This is an optimization exercise on Yosys and OpenROAD, whose aim is a short achievable clock period and few clock cycles, not a production implementation. RTL that was checked went through simulation tests only; none was proved equivalent to the original. No activity file was given, so power comes from the tool's default toggle rates.

// rmap
module rmap (
    input             clk,
    input             rst,
    input             cmd_valid,
    output            cmd_ready,
    input      [31:0] cmd_word,
    input      [31:0] cmd_data,
    output            rsp_valid,
    input             rsp_ready,
    output reg [3:0]  rsp_status,
    output     [31:0] rsp_rdata,
    output reg [1:0]  rsp_ebank,
    output reg [6:0]  rsp_eaddr,
    output reg [7:0]  rsp_esel,
    output reg [31:0] rsp_estatus,
    output            bus_req_valid,
    input             bus_req_ready,
    output            bus_req_write,
    output     [6:0]  bus_req_addr,
    output     [7:0]  bus_req_sel,
    output     [15:0] bus_req_wdata,
    input             bus_rsp_valid,
    input      [15:0] bus_rsp_rdata,
    input      [31:0] bus_rsp_status
);
Size: roughly 1000 cells after synthesis, ~240 flip-flops, ~240 I/O pins, ~11000 um2 of cells after synthesis.
Settings: LEC_CHECK=0, CAP_MARGIN=20, CORE_MARGIN=2, CORE_UTILIZATION=40, PLACE_DENSITY=0.6, SETUP_SLACK_MARGIN=4, SLEW_MARGIN=20, SYNTH_HIERARCHICAL=1, SYNTH_MINIMUM_KEEP_SIZE=0; clock period 6.0 ns.
standard.sh (not shown) runs the stock make flow with config.mk's settings and CLKGATE_MAP_FILE= SYNTH_SCRIPT=/design/flow/synth_recipe.tcl, a recipe that flattens the netlist after the stock synthesis.
==> flow/flow/run.sh <==
#!/bin/bash
# Standard layout (the standard.sh), with the port buffers made of
# sky130_fd_sc_hd__buf_8 cells instead of the default delay-buffer cells,
# and the bus-response pins grouped with the outputs they drive (pins.tcl,
# applied just before place_pins).
export BUFFER_PORTS_ARGS="-buffer_cell sky130_fd_sc_hd__buf_8"
export PRE_IO_PLACEMENT_TCL="$PWD/flow/pins.tcl"
bash standard.sh > standard_run.log 2>&1
==> flow/flow/pins.tcl <==
# Pin groups for place_pins: each bus-response input next to the outputs it
# drives in the same cycle, so those input-to-output paths stay short.
set_io_pin_constraint -group -order -pin_names {bus_rsp_status[31] bus_rsp_valid bus_req_valid rsp_valid}
set_io_pin_constraint -group -order -pin_names {bus_rsp_rdata[0] bus_req_wdata[0] rsp_rdata[4]}
set_io_pin_constraint -group -order -pin_names {bus_rsp_rdata[1] bus_req_wdata[1] rsp_rdata[5]}
set_io_pin_constraint -group -order -pin_names {bus_rsp_rdata[2] bus_req_wdata[2] rsp_rdata[6]}
set_io_pin_constraint -group -order -pin_names {bus_rsp_rdata[3] bus_req_wdata[3] rsp_rdata[7]}
set_io_pin_constraint -group -order -pin_names {bus_rsp_rdata[4] bus_req_wdata[4] rsp_rdata[0]}
set_io_pin_constraint -group -order -pin_names {bus_rsp_rdata[5] bus_req_wdata[5] rsp_rdata[1]}
set_io_pin_constraint -group -order -pin_names {bus_rsp_rdata[6] bus_req_wdata[6] rsp_rdata[2]}
set_io_pin_constraint -group -order -pin_names {bus_rsp_rdata[7] bus_req_wdata[7] rsp_rdata[3]}
set_io_pin_constraint -group -order -pin_names {bus_rsp_rdata[8] bus_req_wdata[8] rsp_rdata[12]}
set_io_pin_constraint -group -order -pin_names {bus_rsp_rdata[9] bus_req_wdata[9] rsp_rdata[13]}
set_io_pin_constraint -group -order -pin_names {bus_rsp_rdata[10] bus_req_wdata[10] rsp_rdata[14]}
set_io_pin_constraint -group -order -pin_names {bus_rsp_rdata[11] bus_req_wdata[11] rsp_rdata[15]}
set_io_pin_constraint -group -order -pin_names {bus_rsp_rdata[12] bus_req_wdata[12] rsp_rdata[8]}
set_io_pin_constraint -group -order -pin_names {bus_rsp_rdata[13] bus_req_wdata[13] rsp_rdata[9]}
set_io_pin_constraint -group -order -pin_names {bus_rsp_rdata[14] bus_req_wdata[14] rsp_rdata[10]}
set_io_pin_constraint -group -order -pin_names {bus_rsp_rdata[15] bus_req_wdata[15] rsp_rdata[11]}
Testbench counts at the start, summed over its fixed seeds: cycles 30,911.
==> next run, changes <==
--- a/flow/design.v
+++ b/flow/design.v
@@ -52,21 +52,24 @@
     reg [7:0]  q_sel;
     reg        cur_b, cur_last;
     reg [1:0]  cur_k;
     reg [7:0]  cur_sel;
     reg [15:0] w_pass;       
     reg [15:0] w_fix;        
     reg [15:0] w_fix_n;      
     reg [1:0]  c_slot;       
     reg [31:0] racc;         
     reg [15:0] racc_n;       
+    reg [3:0]  racc_nh;      
     reg        e_rw;         
+    reg        e_g0l;        
+    reg        e_g0h;        
     reg        c_dfr;        
     wire [3:0] op   = cmd_word[3:0];
     wire [3:0] feat = cmd_word[7:4];
     wire [1:0] bank = cmd_word[9:8];
     wire [7:0] idx  = cmd_word[23:16];
     wire [1:0] f    = feat[1:0];
     wire d_rw     = (op == 4'h1);
     wire d_ww     = (op == 4'h2);
     wire d_raw    = d_rw || d_ww;
     wire d_bankop = (op >= 4'h1) && (op <= 4'h6);
@@ -147,24 +150,35 @@
             wire n1;
             rmap_nand2 ua (.a(w_pass[gw]), .b(bus_rsp_rdata[gw]), .y(n1));
             rmap_nand2 ub (.a(w_fix_n[gw]), .b(n1), .y(bus_req_wdata[gw]));
         end
     endgenerate
     genvar gj;
     generate
         for (gj = 0; gj < 16; gj = gj + 1) begin : g_rsp
             wire n1;
             rmap_nand2 ua (.a(e_rw), .b(L[gj]), .y(n1));
-            rmap_nand2 ub (.a(racc_n[gj]), .b(n1), .y(rsp_rdata[gj]));
+            if (gj >= 12) begin : g_m
+                wire n2;
+                rmap_nand2 uc (.a(e_g0l), .b(L[4*(gj-12)]), .y(n2));
+                rmap_nand3 ub (.a(racc_n[gj]), .b(n1), .c(n2), .y(rsp_rdata[gj]));
+            end else begin : g_w
+                rmap_nand2 ub (.a(racc_n[gj]), .b(n1), .y(rsp_rdata[gj]));
+            end
+        end
+        for (gj = 28; gj < 32; gj = gj + 1) begin : g_rsh
+            wire n1;
+            rmap_nand2 ua (.a(e_g0h), .b(L[4*(gj-28)]), .y(n1));
+            rmap_nand2 ub (.a(racc_nh[gj-28]), .b(n1), .y(rsp_rdata[gj]));
         end
     endgenerate
-    assign rsp_rdata[31:16] = racc[31:16];
+    assign rsp_rdata[27:16] = racc[27:16];
     wire [31:0] hm_next = cmd_acc ? ((d_mask ? (d_muxm ? cmd_data : {16'd0, cmd_data[15:0]})
                                              : {32{cmd_word[24]}}) ^ {32{d_pol}}) :
                           (take && q_wr && c_mask) ? {4'd0, hm[31:4]} : hm;
     reg [31:0] racc_next;
     always @(*) begin
         racc_next = racc;
         if (cmd_acc)
             racc_next = 32'd0;
         else if (st_out && rsp_ok) begin
             if (c_rw)
@@ -205,21 +219,22 @@
     always @(posedge clk) begin
         if (cmd_acc) begin
             c_raw   <= d_raw;
             c_mask  <= d_mask;
             c_mux   <= d_muxm;
             c_set   <= d_set;
             c_gm    <= (op == 4'h3) || (op == 4'h9);
             c_gp    <= (op == 4'h5) || (op == 4'hB);
             c_rw    <= d_rw;
             c_slot  <= idx[1:0];
-            c_dfr   <= (op == 4'h3) || (op == 4'h9) || (op == 4'h5) || (op == 4'hB);
+            c_dfr   <= (((op == 4'h3) || (op == 4'h9)) && (f != 2'd0)) ||
+                       (op == 4'h5) || (op == 4'hB);
             c_blast <= d_blast;
             c_idx   <= idx;
             c_f1h   <= 4'b0001 << f;
             c_rfw   <= nswap(d_rf);
         end
         hm <= hm_next;
     end
     always @(posedge clk) begin
         if (take) begin
             cur_b    <= q_b;
@@ -234,26 +249,32 @@
             q_b      <= d_b;
             q_k      <= d_k;
             q_wr     <= d_ww;
             q_sel    <= d_sel;
         end
         w_pass <= ns_out ? ~c_rfw : 16'd0;
         w_fix   <= w_fix_next;
         w_fix_n <= ~w_fix_next;
     end
     always @(posedge clk) begin
-        if (cmd_acc)
-            e_rw <= d_rw;
-        else if (ns_rsp)
-            e_rw <= 1'b0;
+        if (cmd_acc) begin
+            e_rw  <= d_rw;
+            e_g0l <= (op == 4'h3) && (f == 2'd0);
+            e_g0h <= (op == 4'h9) && (f == 2'd0);
+        end else if (ns_rsp) begin
+            e_rw  <= 1'b0;
+            e_g0l <= 1'b0;
+            e_g0h <= 1'b0;
+        end
         racc   <= racc_next;
         racc_n <= ~racc_next[15:0];
+        racc_nh <= ~racc_next[31:28];
         if (cmd_acc)
             rsp_status <= d_code;
         else if (err)
             rsp_status <= ST_TRANSPORT;
         else if (!(st_rsp && !rsp_ready))
             rsp_status <= ST_OK;
         if (err) begin
             rsp_ebank   <= cur_b ? 2'd2 : 2'd1;
             rsp_eaddr   <= {5'b11000, cur_b, 1'b0};
             rsp_esel    <= cur_sel;
Effect: The new run ran to the end with no violations. Design area climbs by 4.9%. Total power rose by about 8%. Sequential power grows by about 3%. Setup slack gets worse by 3.6 ps. Critical path depth is unchanged.
Testbench counts after the change, summed over its fixed seeds: cycles 30,763.


The RTL this note starts from:
==> flow/design.v <==
module rmap (
    input             clk,
    input             rst,
    input             cmd_valid,
    output            cmd_ready,
    input      [31:0] cmd_word,
    input      [31:0] cmd_data,
    output            rsp_valid,
    input             rsp_ready,
    output reg [3:0]  rsp_status,
    output     [31:0] rsp_rdata,
    output reg [1:0]  rsp_ebank,
    output reg [6:0]  rsp_eaddr,
    output reg [7:0]  rsp_esel,
    output reg [31:0] rsp_estatus,
    output            bus_req_valid,
    input             bus_req_ready,
    output            bus_req_write,
    output     [6:0]  bus_req_addr,
    output     [7:0]  bus_req_sel,
    output     [15:0] bus_req_wdata,
    input             bus_rsp_valid,
    input      [15:0] bus_rsp_rdata,
    input      [31:0] bus_rsp_status
);
    localparam [3:0] ST_OK          = 4'd0;
    localparam [3:0] ST_TRANSPORT   = 4'd1;
    localparam [3:0] ST_INVALID_SEL = 4'd2;
    localparam [3:0] ST_UNSUPPORTED = 4'd3;
    localparam [3:0] ST_INVALID_CMD = 4'd5;
    function [15:0] nswap(input [15:0] w);
        nswap = {w[11:8], w[15:12], w[3:0], w[7:4]};
    endfunction
    reg st_idle, st_req, st_out, st_rsp;     
    reg out_nl;              
    reg out_l;               
    reg        c_raw;        
    reg        c_mask;       
    reg        c_mux;        
    reg        c_set;        
    reg        c_gm;         
    reg        c_gp;         
    reg        c_rw;         
    reg        c_blast;      
    reg [7:0]  c_idx;        
    reg [3:0]  c_f1h;        
    reg [15:0] c_rfw;        
    reg [31:0] hm;           
    reg        q_b, q_wr;
    reg [1:0]  q_k;
    reg [7:0]  q_sel;
    reg        cur_b, cur_last;
    reg [1:0]  cur_k;
    reg [7:0]  cur_sel;
    reg [15:0] w_pass;       
    reg [15:0] w_fix;        
    reg [1:0]  c_slot;       
    reg [31:0] racc;         
    reg        e_rw;         
    reg        c_dfr;        
    wire [3:0] op   = cmd_word[3:0];
    wire [3:0] feat = cmd_word[7:4];
    wire [1:0] bank = cmd_word[9:8];
    wire [7:0] idx  = cmd_word[23:16];
    wire [1:0] f    = feat[1:0];
    wire d_rw     = (op == 4'h1);
    wire d_ww     = (op == 4'h2);
    wire d_raw    = d_rw || d_ww;
    wire d_bankop = (op >= 4'h1) && (op <= 4'h6);
    wire d_muxm   = (op == 4'h9) || (op == 4'hA);
    wire d_mask   = (op == 4'h3) || (op == 4'h4) || d_muxm;
    wire d_lport  = (op == 4'h5) || (op == 4'h6);
    wire d_mport  = (op == 4'hB) || (op == 4'hC);
    wire d_port   = d_lport || d_mport;
    wire d_set    = (op == 4'h4) || (op == 4'h6) || (op == 4'hA) || (op == 4'hC);
    wire d_pol    = (f != 2'd0);
    wire bad_res  = (op == 4'h0) || (op == 4'h7) || (op == 4'h8) || (op >= 4'hD) ||
                    (cmd_word[15:10] != 6'd0) || (cmd_word[31:25] != 7'd0);
    wire bad_bank = d_bankop && (bank != 2'd1) && (bank != 2'd2);
    wire bad_feat = (d_mask || d_port) && (feat[3:2] != 2'd0);
    wire bad_port = (d_lport && (idx[7:4] != 4'd0)) || (d_mport && (idx[7:5] != 3'd0));
    wire bad_wr   = d_set && (f != 2'd0) && (f != 2'd3);
    wire d_legal  = !(bad_res || bad_bank || bad_feat || bad_port || bad_wr);
    wire [3:0] d_code = bad_res ? ST_INVALID_CMD :
                        (bad_bank || bad_feat || bad_port) ? ST_INVALID_SEL : ST_UNSUPPORTED;
    wire       d_b     = d_bankop ? bank[1] : (d_muxm ? 1'b0 : idx[4]);
    wire [1:0] d_k     = d_port ? idx[3:2] : 2'd0;
    wire [7:0] d_sel   = d_raw ? idx : {6'b000100, d_k};
    wire       d_blast = d_bankop ? bank[1] : (d_muxm ? 1'b1 : idx[4]);
    wire [15:0] d_rf   = d_mask ? (16'h1111 << f) : (16'd1 << {idx[1:0], f});
    wire cmd_acc   = st_idle && cmd_valid;
    wire acc_ok    = cmd_acc && d_legal;
    wire acc_bad   = cmd_acc && !d_legal;
    wire rsp_ok    = bus_rsp_valid && !bus_rsp_status[31];
    wire live_req  = st_out && !cur_last && rsp_ok;
    wire live_rsp  = st_out && cur_last && !c_dfr && rsp_ok;
    wire err       = st_out && bus_rsp_valid && bus_rsp_status[31];
    wire get_done  = st_out && cur_last && c_dfr && rsp_ok;
    rmap_vgate u_req_v (.hold(st_req), .arm(out_nl), .v(bus_rsp_valid),
                        .fail(bus_rsp_status[31]), .y(bus_req_valid));
    rmap_vgate u_rsp_v (.hold(st_rsp), .arm(out_l), .v(bus_rsp_valid),
                        .fail(bus_rsp_status[31]), .y(rsp_valid));
    wire   req_v     = st_req || live_req;
    wire   rsp_v     = st_rsp || live_rsp;
    wire   take      = req_v && bus_req_ready;
    wire   rsp_taken = rsp_v && rsp_ready;
    wire ns_idle = (st_idle && !cmd_valid) || rsp_taken;
    wire ns_req  = acc_ok || (req_v && !bus_req_ready);
    wire ns_out  = take || (st_out && !bus_rsp_valid);
    wire ns_rsp  = acc_bad || err || get_done || (rsp_v && !rsp_ready);
    function is_last(input b, input [1:0] k, input wr, input set, input mask, input blast);
        is_last = (!set || wr) && (!mask || (k == 2'd3 && b == blast));
    endfunction
    wire q_last  = is_last(q_b, q_k, q_wr, c_set, c_mask, c_blast);
    wire nl_next = take ? q_last : cur_last;
    reg       n_b, n_wr;
    reg [1:0] n_k;
    always @(*) begin
        n_b = q_b; n_k = q_k; n_wr = 1'b0;
        if (c_set && !q_wr) begin
            n_wr = 1'b1;
        end else if (q_k == 2'd3) begin
            n_b = 1'b1; n_k = 2'd0;
        end else begin
            n_k = q_k + 2'd1;
        end
    end
    wire [7:0] n_sel = c_raw ? c_idx : {6'b000100, n_k};
    wire [15:0] L = nswap(bus_rsp_rdata);
    wire [3:0] new4;
    genvar g;
    generate
        for (g = 0; g < 4; g = g + 1) begin : g_new4
            assign new4[g] = (c_f1h[0] &  L[4*g])   | (c_f1h[1] & ~L[4*g+1]) |
                             (c_f1h[2] & ~L[4*g+2]) | (c_f1h[3] & ~L[4*g+3]);
        end
    endgenerate
    genvar gw;
    generate
        for (gw = 0; gw < 16; gw = gw + 1) begin : g_wd
            rmap_rdbit u (.r(w_fix[gw]), .erw(w_pass[gw]), .lj(bus_rsp_rdata[gw]),
                          .y(bus_req_wdata[gw]));
        end
    endgenerate
    genvar gj;
    generate
        for (gj = 0; gj < 16; gj = gj + 1) begin : g_rsp
            rmap_rdbit u (.r(racc[gj]), .erw(e_rw), .lj(L[gj]), .y(rsp_rdata[gj]));
        end
    endgenerate
    assign rsp_rdata[31:16] = racc[31:16];
    wire [31:0] hm_next = cmd_acc ? ((d_mask ? (d_muxm ? cmd_data : {16'd0, cmd_data[15:0]})
                                             : {32{cmd_word[24]}}) ^ {32{d_pol}}) :
                          (take && q_wr && c_mask) ? {4'd0, hm[31:4]} : hm;
    always @(posedge clk) begin
        if (rst) begin
            st_idle <= 1'b1;
            st_req  <= 1'b0;
            st_out  <= 1'b0;
            st_rsp  <= 1'b0;
            out_nl  <= 1'b0;
            out_l   <= 1'b0;
        end else begin
            st_idle <= ns_idle;
            st_req  <= ns_req;
            st_out  <= ns_out;
            st_rsp  <= ns_rsp;
            out_nl  <= ns_out && !nl_next;
            out_l   <= ns_out && nl_next && !c_dfr;
        end
    end
    always @(posedge clk) begin
        if (cmd_acc) begin
            c_raw   <= d_raw;
            c_mask  <= d_mask;
            c_mux   <= d_muxm;
            c_set   <= d_set;
            c_gm    <= (op == 4'h3) || (op == 4'h9);
            c_gp    <= (op == 4'h5) || (op == 4'hB);
            c_rw    <= d_rw;
            c_slot  <= idx[1:0];
            c_dfr   <= (op == 4'h3) || (op == 4'h9) || (op == 4'h5) || (op == 4'hB);
            c_blast <= d_blast;
            c_idx   <= idx;
            c_f1h   <= 4'b0001 << f;
            c_rfw   <= nswap(d_rf);
        end
        hm <= hm_next;
    end
    always @(posedge clk) begin
        if (take) begin
            cur_b    <= q_b;
            cur_k    <= q_k;
            cur_sel  <= q_sel;
            cur_last <= q_last;
            q_b      <= n_b;
            q_k      <= n_k;
            q_wr     <= n_wr;
            q_sel    <= n_sel;
        end else if (cmd_acc) begin
            q_b      <= d_b;
            q_k      <= d_k;
            q_wr     <= d_ww;
            q_sel    <= d_sel;
        end
        w_pass <= ns_out ? ~c_rfw : 16'd0;
        if (ns_req)
            w_fix <= st_req  ? w_fix :
                     st_idle ? nswap(cmd_data[15:0]) :
                     (w_fix & ~w_pass) | (bus_rsp_rdata & w_pass);
        else
            w_fix <= c_rfw & nswap({{4{hm_next[3]}}, {4{hm_next[2]}}, {4{hm_next[1]}}, {4{hm_next[0]}}});
    end
    always @(posedge clk) begin
        if (ns_rsp) begin
            e_rw <= 1'b0;
        end else if (cmd_acc) begin
            e_rw <= d_rw;
        end
        if (cmd_acc)
            racc <= 32'd0;
        else if (st_out && rsp_ok) begin
            if (c_rw)
                racc <= {16'd0, L};
            else if (c_gp)
                racc <= {31'd0, new4[c_slot]};
            else if (c_gm)
                racc[{c_mux & cur_b, cur_k, 2'b00} +: 4] <= new4;
        end
        if (acc_bad)
            rsp_status <= d_code;
        else if (err)
            rsp_status <= ST_TRANSPORT;
        else if (!(st_rsp && !rsp_ready))
            rsp_status <= ST_OK;
        if (err) begin
            rsp_ebank   <= cur_b ? 2'd2 : 2'd1;
            rsp_eaddr   <= {5'b11000, cur_b, 1'b0};
            rsp_esel    <= cur_sel;
            rsp_estatus <= bus_rsp_status;
        end
    end
    assign cmd_ready     = st_idle;
    assign bus_req_write = q_wr;
    assign bus_req_addr  = {5'b11000, q_b, 1'b0};
    assign bus_req_sel   = q_sel;
endmodule
module rmap_vgate (
    input  hold,
    input  arm,
    input  v,
    input  fail,
    output y
);
    assign y = hold || (arm && v && !fail);
endmodule
module rmap_rdbit (
    input  r,
    input  erw,
    input  lj,
    output y
);
    assign y = r || (erw && lj);
endmodule
clock: 6.0 ns
lec_check: 0
cap_margin: 20
core_margin: 2
core_utilization: 40
place_density: 0.6
setup_slack_margin: 4
slew_margin: 20
synth_hierarchical: 1
synth_minimum_keep_size: 0
==> flow/flow/run.sh <==
#!/bin/bash
# Standard layout (the standard.sh), with the port buffers made of
# sky130_fd_sc_hd__buf_8 cells instead of the default delay-buffer cells.
export BUFFER_PORTS_ARGS="-buffer_cell sky130_fd_sc_hd__buf_8"
bash standard.sh > standard_run.log 2>&1
Then changed:
--- a/flow/design.v
+++ b/flow/design.v
@@ -133,17 +133,11 @@
         for (g = 0; g < 4; g = g + 1) begin : g_new4
             assign new4[g] = (c_f1h[0] &  L[4*g])   | (c_f1h[1] & ~L[4*g+1]) |
                              (c_f1h[2] & ~L[4*g+2]) | (c_f1h[3] & ~L[4*g+3]);
         end
     endgenerate
-    genvar gw;
-    generate
-        for (gw = 0; gw < 16; gw = gw + 1) begin : g_wd
-            rmap_rdbit u (.r(w_fix[gw]), .erw(w_pass[gw]), .lj(bus_rsp_rdata[gw]),
-                          .y(bus_req_wdata[gw]));
-        end
-    endgenerate
+    assign bus_req_wdata = (w_pass & bus_rsp_rdata) | w_fix;
     genvar gj;
     generate
         for (gj = 0; gj < 16; gj = gj + 1) begin : g_rsp
             rmap_rdbit u (.r(racc[gj]), .erw(e_rw), .lj(L[gj]), .y(rsp_rdata[gj]));
         end
The changed run completed without violations. Final area goes up slightly. Routed wire length drops by a few percent. Count of clock-buffer cells in the layout climbs by 2. Non-clock buffer count decreases by 6. Die area hardly moves.
Testbench counts after the change, summed over its fixed seeds: cycles 30,911.
Only the layout flow was run in the first run of this note; the RTL was not checked for function there.

==> port drivers added, routing unchanged <==
The results above use ideal ports. As a check the final layouts listed here were re-extracted and re-timed, cells and wires unchanged.
Step 1 sets driving cells, clkbuf_16 on the clock port and buf_2 on the other inputs (assumed; they add their load-dependent delay and slew).
Step 2 moves the port delays by t, midway between the first and last clock arrival at a register: inputs arrive t later, outputs are due t later. That takes back most of the time a late clock gives input paths.
a / b / c = ideal ports / drivers / drivers and shift; a / b = the first two.
run	t, ns	setup slack, ns	latest minus earliest clock arrival (ns)
the first run of note 1	0.574	3.210 / 3.146 / 2.829	0.014 / 0.014
the second run of note 1	0.579	3.206 / 3.123 / 2.787	0.015 / 0.015
the first run of note 2	0.554	3.153 / 3.104 / 2.628	0.007 / 0.007
the second run of note 2	0.564	3.146 / 3.100 / 2.775	0.022 / 0.022
After both steps every run listed still meets setup and hold. The setup slack of the first run of note 2, which loses most, moves by -0.049 ns with the drivers and by -0.525 ns with both steps.
